What follows belongs to an exercise in optimizing a design on an open flow for small area; a production flow would make more cautious choices.
Where RTL was checked, it was by simulation tests only, not by an equivalence proof against the original.
Power is estimated from default activity; no workload was simulated.

run 1:
## grip_core
module grip_core (
    input  wire        clk,
    input  wire        rst,
    input  wire        clk_in,
    input  wire        data_in,
    input  wire        edge_evt,
    input  wire        edge_src,
    input  wire        dec_en,
    input  wire        rd_req,
    input  wire [3:0]  rd_addr,
    output wire [15:0] rd_data
);
Size in the first run: ~28 I/O pins.
Settings: LEC_CHECK=0, ABC_AREA=1, CAP_MARGIN=20, CORE_MARGIN=2, CORE_UTILIZATION=70, CTS_BUF_LIST=sky130_fd_sc_hd__clkbuf_2 sky130_fd_sc_hd__clkbuf_4, CTS_CLUSTER_SIZE=30, SLEW_MARGIN=20; clock period 8.0 ns.
run.sh (not shown) runs the stock make flow with config.mk's settings and CLKGATE_MAP_FILE= SYNTH_SCRIPT=/design/flow/synth_recipe.tcl, a recipe that flattens the netlist after the stock synthesis.
Run 1 closes out successfully: all stages finished, all timing, DRC and antenna checks passed.
## Diff of input files: run 2 against run 1
--- a/flow/config.mk
+++ b/flow/config.mk
@@ -10,5 +10,6 @@
 export CORE_MARGIN = 2
 export CORE_UTILIZATION = 70
-export CTS_BUF_LIST = sky130_fd_sc_hd__clkbuf_2 sky130_fd_sc_hd__clkbuf_4
+export CTS_BUF_LIST = sky130_fd_sc_hd__clkbuf_16
+export CTS_CLUSTER_DIAMETER = 80
 export CTS_CLUSTER_SIZE = 30
 export SLEW_MARGIN = 20
Notes after the runs:
- On area of combinational cells with multiple inputs, run 2 and run 1 are neck and neck.
- Compared with run 1, in run 2 first-iteration DRC count went up about 3%, all-layer global routing usage went down 1.5 points, flip-flop and latch count after synthesis held, final period demand of the worst path went up 0.18 ns.
For run 3, these inputs were changed with respect to run 2:
--- a/flow/config.mk
+++ b/flow/config.mk
@@ -10,6 +10,4 @@
 export CORE_MARGIN = 2
 export CORE_UTILIZATION = 70
-export CTS_BUF_LIST = sky130_fd_sc_hd__clkbuf_16
-export CTS_CLUSTER_DIAMETER = 80
-export CTS_CLUSTER_SIZE = 30
+export CTS_BUF_LIST = sky130_fd_sc_hd__clkbuf_4
 export SLEW_MARGIN = 20
Diff run 2 -> run 3: overall track demand over capacity in global routing up 1.5 points; switching power of the nets went up 11%; area of all placed cells without fillers moved up; via count higher; maximum clock skew at final layout now larger.
Run 3 against run 2: number of levels in the clock H-tree has increased, wire length now larger, total power density per cell area increased by 22 mW/mm2 relative to the old numbers, switching part of the total power dropped 0.17 points.
What run 4 does differently from run 3 at the input level:
--- a/flow/config.mk
+++ b/flow/config.mk
@@ -10,4 +10,6 @@
 export CORE_MARGIN = 2
 export CORE_UTILIZATION = 70
-export CTS_BUF_LIST = sky130_fd_sc_hd__clkbuf_4
+export CTS_BUF_LIST = sky130_fd_sc_hd__clkbuf_8 sky130_fd_sc_hd__clkbuf_16
+export CTS_CLUSTER_DIAMETER = 60
+export CTS_CLUSTER_SIZE = 20
 export SLEW_MARGIN = 20
==> run notes <==
- Run 4 ends up with lower total global-route track usage than run 3 does.
- On worst relative slew slack: between run 4 and run 3, it ends up lower for run 3.
- Worst supply voltage drop on vdd for run 4 is higher than for run 3.
- Against run 3, run 4 comes in 1 lower on total inserted antenna cells.
- Run 4 against run 3: instance count along the most critical hold path ~0 delta, post-route worst setup slack -0.17 ns, via count dropped 3.6%, final clock period utilization by the worst path moved up, detailed-routing wirelength on met1 down about 2.4%.
- Diff run 3 -> run 4 | core utilization | decrease of 1.9 points
No run of this note included a check of the RTL's function; only the layout flow was run.

========
grip_core, a different RTL version from the one above (not shown whole).
Size in the first run: roughly 550 cells after synthesis, ~28 I/O pins.
==> flow/config.mk <==
export PLATFORM = sky130hd
export DESIGN_NAME = grip_core
export DESIGN_NICKNAME = grip_core
export VERILOG_FILES = /design/flow/design.v
export SDC_FILE = /design/flow/constraint.sdc
export NUM_CORES = 4
export LEC_CHECK = 0
export ABC_AREA = 1
export CAP_MARGIN = 20
export CORE_MARGIN = 2
export CORE_UTILIZATION = 80
export SLEW_MARGIN = 20
==> flow/constraint.sdc <==
create_clock -name core_clock -period 8.0 [get_ports {clk}]
set_input_delay 1.6000 -clock core_clock [delete_from_list [all_inputs] [get_ports {clk}]]
set_output_delay 1.6000 -clock core_clock [all_outputs]
set_load 0.01 [all_outputs]
standard.sh (not shown) runs the stock make flow with config.mk's settings and CLKGATE_MAP_FILE= SYNTH_SCRIPT=/design/flow/synth_recipe.tcl, a recipe that flattens the netlist after the stock synthesis.
==> flow/flow/run.sh <==
#!/bin/bash
# Own flow: the standard layout (standard.sh) with these changes:
#  - the ABC script ORFS's synthesis uses for ABC_AREA=1 is replaced by
#    flow/abc_area.script (area mapping, no buffering or upsizing);
#  - port buffers are buf_1 cells;
#  - CTS inserts no dummy loads and its root buffer is clkbuf_4;
#  - no adder extraction (ADDER_MAP_FILE empty), so ABC maps adders.
# The registers Yosys makes, the floorplan, power grid and tap cells are
# the standard flow's.
set -euo pipefail
W=$PWD
mkdir -p "$W/scripts_mod"
cp -r "$FLOW_HOME/scripts/." "$W/scripts_mod/"
cp "$W/flow/abc_area.script" "$W/scripts_mod/abc_area.script"
bash "$W/standard.sh" \
    SCRIPTS_DIR="$W/scripts_mod" \
    ADDER_MAP_FILE= \
    "BUFFER_PORTS_ARGS=-buffer_cell sky130_fd_sc_hd__buf_1" \
    "CTS_ARGS=-sink_clustering_enable -repair_clock_nets -sink_clustering_size 34 -sink_clustering_max_diameter 80 -buf_list sky130_fd_sc_hd__clkbuf_16 -dont_use_dummy_load -root_buf sky130_fd_sc_hd__clkbuf_4" \
    finish > "$W/standard_flow.log" 2>&1
==> flow/flow/abc_area.script <==
strash
ifraig
scorr
dc2
strash
dch -f
amap
topo
The baseline produced a clean layout.
Then changed:
--- a/flow/flow/run.sh
+++ b/flow/flow/run.sh
@@ -18,3 +18,3 @@
     "BUFFER_PORTS_ARGS=-buffer_cell sky130_fd_sc_hd__buf_1" \
-    "CTS_ARGS=-sink_clustering_enable -repair_clock_nets -sink_clustering_size 34 -sink_clustering_max_diameter 80 -buf_list sky130_fd_sc_hd__clkbuf_16 -dont_use_dummy_load -root_buf sky130_fd_sc_hd__clkbuf_4" \
+    "CTS_ARGS=-sink_clustering_enable -repair_clock_nets -sink_clustering_size 30 -sink_clustering_max_diameter 80 -buf_list sky130_fd_sc_hd__clkbuf_16 -dont_use_dummy_load -root_buf sky130_fd_sc_hd__clkbuf_4" \
     finish > "$W/standard_flow.log" 2>&1
- CORE_UTILIZATION: 80 -> 70
- CTS_BUF_LIST: default -> sky130_fd_sc_hd__clkbuf_16
- CTS_CLUSTER_DIAMETER: default -> 80
- CTS_CLUSTER_SIZE: default -> 30
- The new run ran to the end with no violations
- synthesized area is unchanged
- sequential share of layout area shrinks by 0.27 points
- global-route usage falls by 7.6 points
- final area came out higher slightly
- maximum frequency is higher by a few percent
- core utilization goes down by 9.5 points

========
lane 1:
Another version of the RTL of grip_core (not shown whole).
For scale: ~240 flip-flops, ~8700 um2 of cells after synthesis.
export LEC_CHECK = 0
export ABC_AREA = 1
export CAP_MARGIN = 20
export CORE_MARGIN = 2
export CORE_UTILIZATION = 70
export CTS_BUF_LIST = sky130_fd_sc_hd__clkbuf_16
export CTS_CLUSTER_DIAMETER = 80
export CTS_CLUSTER_SIZE = 30
export SLEW_MARGIN = 20
create_clock -name core_clock -period 8.0 [get_ports {clk}]
==> flow/flow/run.sh <==
#!/bin/bash
# Own flow: the standard layout (standard.sh) with these changes:
#  - the ABC script ORFS's synthesis uses for ABC_AREA=1 is replaced by
#    flow/abc_area.script (area mapping, no buffering or upsizing);
#  - port buffers are buf_1 cells;
#  - CTS inserts no dummy loads and its root buffer is clkbuf_4;
#  - no adder extraction (ADDER_MAP_FILE empty), so ABC maps adders.
# The registers Yosys makes, the floorplan, power grid and tap cells are
# the standard flow's.
set -euo pipefail
W=$PWD
mkdir -p "$W/scripts_mod"
cp -r "$FLOW_HOME/scripts/." "$W/scripts_mod/"
cp "$W/flow/abc_area.script" "$W/scripts_mod/abc_area.script"
bash "$W/standard.sh" \
    SCRIPTS_DIR="$W/scripts_mod" \
    ADDER_MAP_FILE= \
    "BUFFER_PORTS_ARGS=-buffer_cell sky130_fd_sc_hd__buf_1" \
    "CTS_ARGS=-sink_clustering_enable -repair_clock_nets -sink_clustering_size 20 -sink_clustering_max_diameter 60 -buf_list sky130_fd_sc_hd__clkbuf_8 -dont_use_dummy_load -root_buf sky130_fd_sc_hd__clkbuf_4" \
    finish > "$W/standard_flow.log" 2>&1
Scripts as last shown in full above: flow/flow/abc_area.script
Input changes introduced in lane 2 (baseline for comparison: lane 1):
diff --git a/flow/flow/run.sh b/flow/flow/run.sh
--- a/flow/flow/run.sh
+++ b/flow/flow/run.sh
@@ -17,4 +17,4 @@
     ADDER_MAP_FILE= \
     "BUFFER_PORTS_ARGS=-buffer_cell sky130_fd_sc_hd__buf_1" \
-    "CTS_ARGS=-sink_clustering_enable -repair_clock_nets -sink_clustering_size 20 -sink_clustering_max_diameter 60 -buf_list sky130_fd_sc_hd__clkbuf_8 -dont_use_dummy_load -root_buf sky130_fd_sc_hd__clkbuf_4" \
+    "CTS_ARGS=-sink_clustering_enable -repair_clock_nets -sink_clustering_size 30 -sink_clustering_max_diameter 80 -buf_list sky130_fd_sc_hd__clkbuf_16 -dont_use_dummy_load -root_buf sky130_fd_sc_hd__clkbuf_4" \
     finish > "$W/standard_flow.log" 2>&1
==> comparison <==
- Lane 2 vs. lane 1: worst relative slew slack has increased, final worst slack has increased, minimum clock period has decreased.
- In terms of maximum frequency, lane 2 and lane 1 differ only marginally.

========
== run A ==
Another version of the RTL of grip_core (not shown whole).
Size: about 250 flip-flops, roughly 28 I/O pins, roughly 0.0089 mm² of cells after synthesis.
Settings: LEC_CHECK=0, ABC_AREA=1, CAP_MARGIN=0, CORE_MARGIN=2, CORE_UTILIZATION=70, SLEW_MARGIN=0; clock period 8.0 ns.
==> flow/flow/run.sh <==
#!/bin/bash
# Own flow: the standard layout (standard.sh) with these changes:
#  - the ABC script ORFS's synthesis uses for ABC_AREA=1 is replaced by
#    flow/abc_area.script (area mapping, no buffering or upsizing);
#  - port buffers are buf_1 cells;
#  - CTS inserts no dummy loads and its root buffer is clkbuf_4;
#  - no adder extraction (ADDER_MAP_FILE empty), so ABC maps adders.
# The registers Yosys makes, the floorplan, power grid and tap cells are
# the standard flow's.
set -euo pipefail
W=$PWD
mkdir -p "$W/scripts_mod"
cp -r "$FLOW_HOME/scripts/." "$W/scripts_mod/"
cp "$W/flow/abc_area.script" "$W/scripts_mod/abc_area.script"
bash "$W/standard.sh" \
    SCRIPTS_DIR="$W/scripts_mod" \
    ADDER_MAP_FILE= \
    "BUFFER_PORTS_ARGS=-buffer_cell sky130_fd_sc_hd__buf_1" \
    "CTS_ARGS=-sink_clustering_enable -repair_clock_nets -sink_clustering_size 30 -sink_clustering_max_diameter 80 -buf_list sky130_fd_sc_hd__clkbuf_16 -dont_use_dummy_load -root_buf sky130_fd_sc_hd__clkbuf_4" \
    finish > "$W/standard_flow.log" 2>&1
Scripts as last shown in full above: flow/flow/abc_area.script
Inputs modified between run A and run B:
- a change of SLEW_MARGIN from 0 to 20
- an added CTS_CLUSTER_SIZE of 30
- a change of CAP_MARGIN from 0 to 20
- an added CTS_BUF_LIST of sky130_fd_sc_hd__clkbuf_16
- an added CTS_CLUSTER_DIAMETER of 80
==> flow/flow/run.sh <==
#!/bin/bash
# Own flow: the standard layout (standard.sh), with one change: the
# ABC script that ORFS's synthesis uses for ABC_AREA=1 is replaced by
# flow/abc_area.script (area-oriented mapping without buffering or
# upsizing). Everything else, including the registers Yosys makes, is
# the standard flow's.
set -euo pipefail
W=$PWD
mkdir -p "$W/scripts_mod"
cp -r "$FLOW_HOME/scripts/." "$W/scripts_mod/"
cp "$W/flow/abc_area.script" "$W/scripts_mod/abc_area.script"
bash "$W/standard.sh" SCRIPTS_DIR="$W/scripts_mod" finish > "$W/standard_flow.log" 2>&1
Per the comparison of run B with run A, total of clock buffers placed in the layout now larger; share of the synthesized netlist area taken by xor and xnor gates now smaller. [run B vs run A] cell count: higher in run B. Summary: with run A as the reference, aggregate routed wire length in run B moved up slightly. Total power for run B: 4.4% up relative to run A. Run B: non-clock buffer count about 3% above run A. The run showing the smaller overall die area is run A. Number of vias after detailed routing in run B is 2.1% higher than in run A.
[inputs] run C vs run B
==> flow/flow/run.sh <==
#!/bin/bash
# Own flow: the standard layout (standard.sh) with these changes:
#  - the ABC script ORFS's synthesis uses for ABC_AREA=1 is replaced by
#    flow/abc_area.script (area mapping, no buffering or upsizing);
#  - port buffers are buf_1 cells;
#  - CTS inserts no dummy loads and its root buffer is clkbuf_4;
#  - no adder extraction (ADDER_MAP_FILE empty), so ABC maps adders.
# The registers Yosys makes, the floorplan, power grid and tap cells are
# the standard flow's.
set -euo pipefail
W=$PWD
mkdir -p "$W/scripts_mod"
cp -r "$FLOW_HOME/scripts/." "$W/scripts_mod/"
cp "$W/flow/abc_area.script" "$W/scripts_mod/abc_area.script"
bash "$W/standard.sh" \
    SCRIPTS_DIR="$W/scripts_mod" \
    ADDER_MAP_FILE= \
    "BUFFER_PORTS_ARGS=-buffer_cell sky130_fd_sc_hd__buf_1" \
    "CTS_ARGS=-sink_clustering_enable -repair_clock_nets -sink_clustering_size 30 -sink_clustering_max_diameter 80 -buf_list sky130_fd_sc_hd__clkbuf_16 -dont_use_dummy_load -root_buf sky130_fd_sc_hd__clkbuf_4" \
    finish > "$W/standard_flow.log" 2>&1
### Flow results
Run C ended with less final estimated routing congestion in global placement than run B.
Run C reports its endpoint of the most critical setup path as q[2][5] while run B reports q[7][2].
Max number of non-clock buffers across run C and run B: run B
Diff run B -> run C | met3 routed wirelength | increase of 12%
Per the comparison of run C with run B, portion of total power attributed to the clock network fell by 3.3 points; fraction of met2 tracks used by global routing shows an increase of 1.3 points; CTS clock-pin slew for the worst setup and hold paths shows no meaningful change; register-to-register slack now sits at about the same level.
--- input diff run C..run D ---
- clearing CTS_CLUSTER_DIAMETER, which used to be 80
- swapping 70 for 85 in CORE_UTILIZATION
- clearing CTS_BUF_LIST, which used to be sky130_fd_sc_hd__clkbuf_16
- clearing CTS_CLUSTER_SIZE, which used to be 30
--- a/flow/flow/run.sh
+++ b/flow/flow/run.sh
@@ -6,2 +6 @@
-#  - CTS inserts no dummy loads and its root buffer is clkbuf_4;
-#  - no adder extraction (ADDER_MAP_FILE empty), so ABC maps adders.
+#  - CTS inserts no dummy loads.
@@ -17 +15,0 @@
-    ADDER_MAP_FILE= \
Notes after the runs:
- In the flow results for run D and run C, the switching power share of the total is smaller on run C.
- Global placer's final weighted congestion grows by a little under 10% when moving from run C to run D.
- Area: run D vs run C -> run D larger
- Summary — area after synthesis, run D relative to run C: higher, by about 2%.
- Of run D and run C, run C shows the higher count of placed standard cells including taps, with run D below it.
- Relative to run C, pin slew with the least headroom to its limit has increased by 0.19 ns in run D.
- When run D is measured against run C, its number of placement rows turns out 4 lower.
- Run D ended up with a higher core occupancy in the finished layout than run C did.
- Run C → run D: least setup slack across all paths after layout went down 0.59 ns, routed wire length +about 50%.

-- separate check: timing with driven ports --
The flow's constraints put no driver on any port. The routed layouts listed below were extracted and timed again, unchanged, in two steps. Step 1 sets driving cells, clkbuf_16 on the clock port and buf_2 on the other inputs (assumed; they add their load-dependent delay and slew). Step 2 also shifts input and output timing later by t, the mid clock arrival at the registers, as if the neighbouring blocks saw the same clock. Three values: no drivers, after step 1, after step 2; two values: the first two.
| run | t, ns | setup slack, ns | hold WS [ns] |
|---|---|---|---|
| run 1 | 0.714 | 3.750 / 3.760 / 3.046 | 0.436 / 0.436 / 0.436 |
| run 2 | 0.516 | 3.572 / 3.586 / 3.071 | 0.453 / 0.453 / 0.453 |
| run 3 | 0.714 | 3.750 / 3.760 / 3.046 | 0.436 / 0.436 / 0.436 |
| run 4 | 0.524 | 3.580 / 3.591 / 3.066 | 0.443 / 0.443 / 0.443 |
| the first run of note 2 | 0.575 | 3.881 / 3.873 / 3.298 | 0.395 / 0.395 / 0.395 |
| the second run of note 2 | 0.603 | 4.118 / 4.129 / 3.526 | 0.447 / 0.447 / 0.447 |
| lane 1 | 0.600 | 4.082 / 4.096 / 3.496 | 0.418 / 0.418 / 0.418 |
| lane 2 | 0.589 | 4.093 / 4.105 / 3.516 | 0.443 / 0.443 / 0.443 |
| run A | 0.605 | 4.164 / 4.175 / 3.570 | 0.376 / 0.376 / 0.376 |
| run B | 0.506 | 3.816 / 3.838 / 3.332 | 0.453 / 0.453 / 0.453 |
| run C | 0.609 | 4.169 / 4.182 / 3.573 | 0.419 / 0.419 / 0.419 |
| run D | 0.648 | 3.584 / 3.593 / 2.945 | 0.443 / 0.443 / 0.443 |
After both steps every run listed still meets setup and hold.
